Source: an optimization exercise on an open RTL-to-GDS flow (aim: small area, a short achievable clock period and few clock cycles per item). Production flows keep margins and buffers that such runs may drop. At most, simulation tests tie the RTL to the original design; equivalence was not proved. Power and IR drop assume default switching activity.

==> run a <==
// lpc1_cksum
module lpc1_cksum (
    input  wire        clk,
    input  wire        rst,
    input  wire        cmd_valid,
    output wire        cmd_ready,
    input  wire [31:0] cmd_word,
    input  wire [31:0] cmd_len,
    input  wire [23:0] cmd_fcs_in,
    input  wire        in_valid,
    output wire        in_ready,
    input  wire [31:0] in_data,
    output reg         done,
    output wire [7:0]  code,
    output reg  [7:0]  last_op,
    output reg         match,
    output reg  [23:0] fcs_val,
    output reg  [23:0] fcs_rx,
    output reg  [16:0] fcs_cover,
    output reg  [16:0] out_len,
    output reg  [5:0]  crc6,
    output reg  [9:0]  crc10
);
Settings: LEC_CHECK=0, CAP_MARGIN=20, CORE_MARGIN=2, CORE_UTILIZATION=40, CTS_CLUSTER_DIAMETER=100, CTS_CLUSTER_SIZE=25, PLACE_DENSITY=0.88, SETUP_SLACK_MARGIN=5, SLEW_MARGIN=20, SYNTH_HIERARCHICAL=1, SYNTH_MEMORY_MAX_BITS=8192, SYNTH_MINIMUM_KEEP_SIZE=0, TNS_END_PERCENT=0; clock period 8.0 ns.
standard.sh (not shown) runs the stock make flow with config.mk's settings and CLKGATE_MAP_FILE= SYNTH_SCRIPT=/design/flow/synth_recipe.tcl, a recipe that flattens the netlist after the stock synthesis.
==> flow/flow/run.sh <==
#!/bin/bash
# The standard layout (the standard.sh: standard synthesis, floorplan,
# placement, CTS, routing), with the ports buffered by the smallest buffer
# (sky130_fd_sc_hd__buf_1) instead of the resizer's default delay cell;
# repair_design and repair_timing resize them where needed.
set -euo pipefail
export BUFFER_PORTS_ARGS="-buffer_cell sky130_fd_sc_hd__buf_1"
bash standard.sh finish SETUP_SLACK_MARGIN=5.4 TNS_END_PERCENT=0 > standard_flow.log 2>&1
==> inputs of run b, as changes to run a <==
--- a/flow/flow/run.sh
+++ b/flow/flow/run.sh
@@ -7,2 +7,2 @@
 export BUFFER_PORTS_ARGS="-buffer_cell sky130_fd_sc_hd__buf_1"
-bash standard.sh finish SETUP_SLACK_MARGIN=5.4 TNS_END_PERCENT=0 > standard_flow.log 2>&1
+bash standard.sh finish SETUP_SLACK_MARGIN=5.5 TNS_END_PERCENT=10 > standard_flow.log 2>&1
--- a/flow/config.mk
+++ b/flow/config.mk
@@ -12,3 +12,2 @@
 export CTS_CLUSTER_SIZE = 25
-export PLACE_DENSITY = 0.88
 export SETUP_SLACK_MARGIN = 5
==> comparison <==
Run b went through all stages and came out clean. Run a finished with timing, DRC and antenna clean. Against run b, the hold slack of run a is lower by 0.0037 ns. Sequential share of layout area: run b is lower than run a (1.9 points). Synthesized cell count is the same in run b and run a. Sequential cell count is the same in run b and run a. Against run a, the non-clock buffer count of run b is higher by 52. Against run b, the utilization of run a is lower by 3.8 points.
==> figures <==
LEAKAGE: run b 6.21 nW; run a 5.67 nW
Final Cycle Share: run b 0.341; run a 0.355
Clock network fraction of design power: run b 0.205; run a 0.198
Outcome: run b complete, no violations; run a complete, no violations
GRT Resource Usage Total: run b 0.267; run a 0.250
Total power of the final layout: run b 3.89 mW; run a 3.69 mW
Met3 Routed Length: run b 3890 um; run a 4370 um
Inst Count DP: run b 2100; run a 2095
Worst path slowest cell: run b sky130_fd_sc_hd__dfxtp_2; run a sky130_fd_sc_hd__dfxtp_1
Post-DP Area: run b 14300 um2; run a 14300 um2
Clock period minus final worst setup slack: run b 2.73 ns; run a 2.84 ns
Critical Path Source: run b fcs_val[5]; run a fcs_val[9]
Total Routed Length: run b 47200 um; run a 45200 um
Detail Route met2 WL: run b 21500 um; run a 21100 um
Testbench counts of run a, summed over its fixed seeds: cycles 10,251, items 384.
Testbench counts of run b, summed over its fixed seeds: cycles 10,251, items 384.

========
==> build 34 <==
Another version of the RTL of lpc1_cksum (not shown whole).
clock: 8.0 ns
lec_check: 0
cap_margin: 20
core_margin: 2
core_utilization: 40
cts_cluster_diameter: 100
cts_cluster_size: 25
setup_slack_margin: 5
slew_margin: 20
synth_memory_max_bits: 8192
tns_end_percent: 0
==> flow/flow/run.sh <==
#!/bin/bash
# The standard layout (the standard.sh: standard synthesis, floorplan,
# placement, CTS, routing), with the ports buffered by the smallest buffer
# (sky130_fd_sc_hd__buf_1) instead of the resizer's default delay cell;
# repair_design and repair_timing resize them where needed.
set -euo pipefail
export BUFFER_PORTS_ARGS="-buffer_cell sky130_fd_sc_hd__buf_1"
bash standard.sh finish SETUP_SLACK_MARGIN=5.4 TNS_END_PERCENT=0 > standard_flow.log 2>&1
==> trial 65 (differences from build 34) <==
--- a/flow/design.v
+++ b/flow/design.v
@@ -96,28 +96,28 @@
     input  wire [23:0] cmd_fcs_in,
     input  wire        in_valid,
     output wire        in_ready,
     input  wire [31:0] in_data,
     output reg         done,
-    output wire [7:0]  code,
+    output reg  [7:0]  code,
     output reg  [7:0]  last_op,
     output reg         match,
     output reg  [23:0] fcs_val,
     output reg  [23:0] fcs_rx,
     output reg  [16:0] fcs_cover,
     output reg  [16:0] out_len,
     output reg  [5:0]  crc6,
     output reg  [9:0]  crc10
 );
-    localparam [3:0] C_OK           = 4'b0_000;    
-    localparam [3:0] C_FCS_MISMATCH = 4'b0_001;    
-    localparam [3:0] C_NO_CRC       = 4'b0_010;    
-    localparam [3:0] C_ERR_LEN      = 4'b1_000;    
-    localparam [3:0] C_ERR_TYPE     = 4'b1_001;    
-    localparam [3:0] C_ERR_OVERFLOW = 4'b1_011;    
-    localparam [3:0] C_ERR_PARAM    = 4'b1_100;    
-    localparam [3:0] C_ERR_CMD      = 4'b1_101;    
+    localparam [7:0] C_OK           = 8'h00;
+    localparam [7:0] C_FCS_MISMATCH = 8'h01;
+    localparam [7:0] C_NO_CRC       = 8'h02;
+    localparam [7:0] C_ERR_LEN      = 8'h10;
+    localparam [7:0] C_ERR_TYPE     = 8'h11;
+    localparam [7:0] C_ERR_OVERFLOW = 8'h13;
+    localparam [7:0] C_ERR_PARAM    = 8'h14;
+    localparam [7:0] C_ERR_CMD      = 8'h15;
     reg        rdy;           
     reg        irdy;          
     reg        setup;         
     reg        o_calc, o_gen, o_chk, o_crc6, o_crc10, o_splice;
     reg        illegal;       
@@ -134,16 +134,15 @@
     reg        wsecond;       
     reg        wlast;         
     reg        ui;            
     reg        u0;            
     reg        u1;            
-    reg        iu0;           
-    reg        fcs_w;         
+    reg        t_none;        
+    reg        t_ok;          
+    reg        fcs_on;        
     reg        c10_on;        
     reg        cmpx;          
-    reg  [3:0] code_q;
-    assign code = {3'b000, code_q[3], 1'b0, code_q[2:0]};
     assign cmd_ready = rdy;
     assign in_ready  = irdy;
     wire d_calc   = (cmd_word == 32'h0000_0001);
     wire d_gen    = (cmd_word == 32'h0000_0002) || (cmd_word == 32'h0000_0102);
     wire d_chk    = (cmd_word == 32'h0000_0003);
@@ -156,19 +155,10 @@
                                               : {cmd_len[1] ^ cmd_len[0], cmd_len[0]};
     wire [3:0] d_jh = {d_j == 2'd3, d_j == 2'd2, d_j == 2'd1, d_j == 2'd0};
     wire d_ui_elig = (d_gen & (|cmd_len[31:3])) |
                      (d_chk & ((|cmd_len[31:4]) |
                                (cmd_len[3] & (cmd_len[2] | (cmd_len[1] & cmd_len[0])))));
-    wire d_iu     = d_crc6 | d_crc10 | d_splice;
-    wire d_len_hi0 = (cmd_len[31:17] == 15'd0);
-    wire d_le65533 = d_len_hi0 & ~cmd_len[16] & ~(&cmd_len[15:1]);
-    wire d_ge3     = (|cmd_len[31:2]) | (&cmd_len[1:0]);
-    wire d_fcs_w   = (d_calc & ~d_big) |
-                     (d_gen & ~(cmd_word[8] & (|cmd_fcs_in)) & d_le65533) |
-                     (d_chk & ~d_big & d_ge3);
-    wire d_words  = d_legal & (cmd_len[31:17] == 15'd0) &
-                    (cmd_len[16] ? (cmd_len[15:0] == 16'd0) : (cmd_len[15:0] != 16'd0));
     wire accept = cmd_valid & rdy;
     wire fire   = in_valid & irdy;
     wire [16:0] n        = rem;                  
     wire        n_zero   = (n == 17'd0);
     wire        n_lt2    = (n[16:1] == 16'd0);
@@ -181,35 +171,37 @@
     wire        more_after = wv ? rem_gt8 : rem_gt4;
     wire        iuup     = o_crc10 | o_splice;
     wire ui_pat  = (in_data[15:13] == 3'b110) & ~in_data[16];
     wire ui_word = ui_elig & ui_pat;
     wire ui_next = (u0 & ui_pat) | u1;
-    wire [3:0] jn = ui_next ? 4'b0010 : (iu0 ? 4'b0001 : jb);
-    wire [3:0] t      = wrot[7:4];
-    wire       t_none = (t == 4'd1);
-    wire       t_ok   = (t == 4'd0) || (t == 4'd14);
+    wire [3:0] jn = ui_next ? 4'b0010 : jb;
+    wire [3:0] t_word    = in_data[7:4];
+    wire       t_none_w  = (t_word == 4'd1);
+    wire       t_ok_w    = (t_word == 4'd0) || (t_word == 4'd14);
     wire [5:0] crc6_word;
-    lpc1_crc6h u_crc6 (.x(wrot[15:0]), .c(crc6_word));
-    wire       crc6_wr = wv & wfirst &
-                         ((o_crc6 & ~n_lt2) | (o_splice & t_ok & ~n_lt4));
+    lpc1_crc6h u_crc6 (.x(in_data[15:0]), .c(crc6_word));
+    wire       crc6_wr = fire & (cidx == 2'd0) &
+                         ((o_crc6 & ~n_lt2) | (o_splice & t_ok_w & ~n_lt4));
     wire [31:0] rot = ({32{jn[0]}} & in_data) |
                       ({32{jn[1]}} & {in_data[23:0], prev[23:16]}) |
                       ({32{jn[2]}} & {in_data[15:0], prev[23:8]}) |
                       ({32{jn[3]}} & {in_data[7:0], prev[23:0]});
     wire [23:0] fcs_init_b, fcs_init_1;
     lpc1_crc24i u_init_b (.j(jb), .f(fcs_init_b));
     lpc1_crc24i u_init_1 (.j(4'b0010), .f(fcs_init_1));
-    wire [23:0] fcs_init = ui ? fcs_init_1 : fcs_init_b;
+    wire [23:0] fcs_init = ui_next ? fcs_init_1 : fcs_init_b;
+    wire fcs_clr  = setup & ~illegal & ~big &
+                    (o_calc | (o_gen & ~n_ovf & ~sup_ov) | (o_chk & ~n_lt3));
+    wire fcs_load = ~rdy & (cidx == 2'd0) & (fcs_clr | fcs_on);
     wire [23:0] fcs_next;
-    wire [23:0] fcs_cur = wfirst ? fcs_init : fcs_val;
-    lpc1_crc24w u_crc24 (.f(fcs_cur), .x(wrot), .fn(fcs_next));
+    lpc1_crc24w u_crc24 (.f(fcs_val), .x(wrot), .fn(fcs_next));
     wire [9:0] crc10_next;
     lpc1_crc10w u_crc10 (.c(crc10), .x(wrot), .cn(crc10_next));
-    wire fcs_step = wv & fcs_w & ~(ui & ~wfirst & ~wsecond) &
+    wire fcs_step = wv & fcs_on & ~(ui & ~wfirst & ~wsecond) &
                     ~(o_chk & wlast & n_ragged);
     wire c10_step = wv & c10_on & ~wfirst;
-    wire        chk_cmp = o_chk & fcs_w &
+    wire        chk_cmp = o_chk & fcs_on &
                           ((wv & wlast & n_ragged) | cmpx);
     wire [23:0] rx_word = wrot[23:0];
     wire        rx_eq   = (fcs_val == rx_word);
     always @(posedge clk) begin
         wrot <= rot;
@@ -226,35 +218,38 @@
             o_splice <= d_splice;
             illegal  <= ~d_legal;
             big      <= d_big;
             sup_ov   <= cmd_word[8] & (|cmd_fcs_in);
             jb       <= d_jh;
-            fcs_w    <= d_fcs_w;
             ui_elig  <= d_ui_elig;
         end
         if (rdy)
             rem <= cmd_len[16:0];
         else if (wv)
             rem <= rem - 17'd4;
-        if (rdy) begin
+        if (accept) begin
             cidx   <= 2'd0;
+            fcs_on <= 1'b0;
             u0     <= d_ui_elig;
             u1     <= 1'b0;
-            iu0    <= d_iu;
         end else if (fire) begin
             if (cidx != 2'd2)
                 cidx <= cidx + 2'd1;
-            u0  <= 1'b0;
-            u1  <= u0 & ui_pat;
-            iu0 <= 1'b0;
+            u0 <= 1'b0;
+            u1 <= u0 & ui_pat;
         end
+        if (fcs_clr)
+            fcs_on <= 1'b1;
         wfirst  <= (cidx == 2'd0);
         wsecond <= (cidx == 2'd1);
         wlast   <= ~more_after;
-        if (cidx == 2'd0)
-            ui <= ui_word;
-        if (rdy)
+        if (cidx == 2'd0) begin
+            ui     <= ui_word;
+            t_none <= t_none_w;
+            t_ok   <= t_ok_w;
+        end
+        if (accept)
             c10_on <= 1'b0;
         else if (wv & wfirst & iuup & t_ok & ~(wlast & n_ragged))
             c10_on <= 1'b1;
     end
     always @(posedge clk) begin
@@ -263,11 +258,11 @@
             irdy      <= 1'b0;
             setup     <= 1'b0;
             wv        <= 1'b0;
             cmpx      <= 1'b0;
             done      <= 1'b0;
-            code_q    <= 4'h0;
+            code      <= 8'h00;
             last_op   <= 8'h00;
             match     <= 1'b0;
             fcs_val   <= 24'h0;
             fcs_rx    <= 24'h0;
             fcs_cover <= 17'h0;
@@ -279,101 +274,100 @@
             setup <= accept;
             cmpx  <= 1'b0;
             wv    <= fire;
             if (accept) begin
                 rdy     <= 1'b0;
+                irdy    <= d_legal & ~d_big & (|cmd_len);
                 last_op <= cmd_word[7:0];
+            end else if (fire) begin
+                irdy <= more_after;
             end
-            if (rdy)
-                irdy <= cmd_valid & d_words;
-            else if (in_valid)
-                irdy <= irdy & more_after;
             if (setup) begin
                 if (illegal) begin
-                    code_q  <= C_ERR_CMD;
+                    code    <= C_ERR_CMD;
                     out_len <= 17'h0;
                     done    <= 1'b1;
                     rdy     <= 1'b1;
                 end else if (big) begin
-                    code_q <= C_ERR_PARAM;
+                    code <= C_ERR_PARAM;
                     if (o_gen | o_splice)
                         out_len <= 17'h0;
                     done <= 1'b1;
                     rdy  <= 1'b1;
                 end else begin
                     if (n_zero) begin
                         done <= 1'b1;
                         rdy  <= 1'b1;
                     end
                     if (o_calc) begin
-                        code_q    <= C_OK;
+                        code      <= C_OK;
                         fcs_cover <= n;
                     end
                     if (o_gen) begin
                         if (n_ovf) begin
-                            code_q  <= C_ERR_OVERFLOW;
+                            code    <= C_ERR_OVERFLOW;
                             out_len <= 17'h0;
                         end else begin
-                            code_q  <= C_OK;
+                            code    <= C_OK;
                             out_len <= n + 17'd3;
                             fcs_cover <= sup_ov ? 17'h0 : n;
                         end
                     end
                     if (o_chk) begin
                         if (n_lt3)
-                            code_q <= C_ERR_LEN;
+                            code <= C_ERR_LEN;
                         else
                             fcs_cover <= n - 17'd3;
                     end
                     if (o_crc6)
-                        code_q <= n_lt2 ? C_ERR_LEN : C_OK;
+                        code <= n_lt2 ? C_ERR_LEN : C_OK;
                     if (o_crc10)
-                        code_q <= C_ERR_LEN;    
+                        code <= C_ERR_LEN;    
                     if (o_splice) begin
-                        code_q  <= C_ERR_LEN;
+                        code    <= C_ERR_LEN;
                         out_len <= n;         
                     end
                 end
             end
-            if (setup & fcs_w)
-                fcs_val <= 24'h0;
+            if (fcs_load)
+                fcs_val <= fcs_init;
             if (crc6_wr)
                 crc6 <= crc6_word;
             if (fcs_step)
                 fcs_val <= fcs_next;
             if (c10_step)
                 crc10 <= crc10_next;
             if (wv & wfirst) begin
-                if (ui & fcs_w)
+                if (ui & fcs_on)
                     fcs_cover <= 17'd7;
                 if (iuup) begin
                     if (t_none) begin
-                        code_q <= C_NO_CRC;
+                        code <= C_NO_CRC;
                         if (o_crc10)
                             crc10 <= 10'h0;
                     end else if (!t_ok) begin
-                        code_q <= C_ERR_TYPE;
+                        code <= C_ERR_TYPE;
                         if (o_splice)
                             out_len <= 17'h0;
                     end else if (wlast & n_ragged) begin
-                        code_q <= C_ERR_LEN;
+                        code <= C_ERR_LEN;
                         if (o_splice)
                             out_len <= 17'h0;
                     end else begin
-                        code_q <= C_OK;
+                        code  <= C_OK;
                         crc10 <= 10'h0;
                     end
                 end
             end
             if (chk_cmp) begin
                 fcs_rx <= rx_word;
                 match  <= rx_eq;
-                code_q <= rx_eq ? C_OK : C_FCS_MISMATCH;
+                code   <= rx_eq ? C_OK : C_FCS_MISMATCH;
                 done   <= 1'b1;
                 rdy    <= 1'b1;
             end else if (wv & wlast) begin
-                if (o_chk & fcs_w) begin
+                if (o_chk & fcs_on) begin
                     cmpx <= 1'b1;
                 end else begin
                     done <= 1'b1;
                     rdy  <= 1'b1;
                 end
==> flow/flow/run.sh (replaced) <==
#!/bin/bash
# The standard layout (the standard.sh: standard synthesis, floorplan,
# placement, CTS, routing), with the ports buffered by the smallest buffer
# (sky130_fd_sc_hd__buf_1) instead of the resizer's default delay cell;
# repair_design and repair_timing resize them where needed.
set -euo pipefail
export BUFFER_PORTS_ARGS="-buffer_cell sky130_fd_sc_hd__buf_1"
bash standard.sh finish SETUP_SLACK_MARGIN=5.6 > standard_flow.log 2>&1
--- a/flow/config.mk
+++ b/flow/config.mk
@@ -6,11 +6,8 @@
 export NUM_CORES = 4
 export LEC_CHECK = 0
 export CAP_MARGIN = 20
 export CORE_MARGIN = 2
 export CORE_UTILIZATION = 40
-export CTS_CLUSTER_DIAMETER = 100
-export CTS_CLUSTER_SIZE = 25
 export SETUP_SLACK_MARGIN = 5
 export SLEW_MARGIN = 20
 export SYNTH_MEMORY_MAX_BITS = 8192
-export TNS_END_PERCENT = 0
==> qor summary <==
GR Layer Usage met3: build 34 0.0378; trial 65 0.0423
Sequential power: build 34 1360 µW; trial 65 1330 µW
Fill cell instance count of the final layout: build 34 3315; trial 65 2562
Number of sinks driven by the clock tree: build 34 215; trial 65 220
Met3 Wirelength: build 34 3840 µm; trial 65 4840 µm
Most used routing layer in global routing: build 34 met1; trial 65 met2
Result of the run: build 34 complete, no violations; trial 65 complete, no violations
Final-layout clock buffer total: build 34 16; trial 65 40
Routed length on met1: build 34 20500 µm; trial 65 21600 µm
Cells on worst reg2reg path: build 34 8; trial 65 11
WP data arrival: build 34 3.37 ns; trial 65 1.12 ns
Power density over the cells: build 34 284 nW/µm²; trial 65 232 nW/µm²
Endpoint of the worst register-to-register path: build 34 fcs_val[4]; trial 65 fcs_val[12]
Synth Area in Simple Gates: build 34 0.163; trial 65 0.168
Part of the power in combinational logic: build 34 0.526; trial 65 0.455
Final net count: build 34 1825; trial 65 2015
Seq/Total Area, Yosys: build 34 0.357; trial 65 0.377
Maximum number of pins on one net before global-route repair: build 34 58; trial 65 79
Area of the die: build 34 35700 µm²; trial 65 34600 µm²
No functional check of the RTL was part of any run of this note.

-- static timing again, ports no longer ideal --
How much do the figures lean on ideal ports? The routed layouts below were timed once more, with nothing changed but the port constraints. Step 1, drivers: a clkbuf_16 drives clk and a buf_2 each remaining input, both assumed. Step 2 also shifts input and output timing later by t, the mid clock arrival at the registers, as if the neighbouring blocks saw the same clock. Slacks: no drivers / after step 1 / after step 2; pairs: no drivers / after step 1.
| run | shift t [ns] | slack for setup (ns) | slew at the worst register clock pin (ns) | worst slew at a driven data input, ns | cell pins on the clock port's net |
|---|---|---|---|---|---|
| run a | 0.530 | 5.164 / 5.116 / 4.696 | 0.11 / 0.11 | 0.07 | 1 |
| run b | 0.550 | 5.270 / 5.215 / 4.752 | 0.11 / 0.11 | 0.10 | 1 |
| build 34 | 0.540 | 5.030 / 5.030 / 4.620 | 0.11 / 0.11 | 0.07 | 1 |
| trial 65 | 0.593 | 5.281 / 5.230 / 4.814 | 0.06 / 0.06 | 0.07 | 1 |
After both steps every run listed still meets setup and hold. For run b, which loses most, drivers alone change the setup slack by -0.055 ns; drivers and shift together by -0.518 ns.
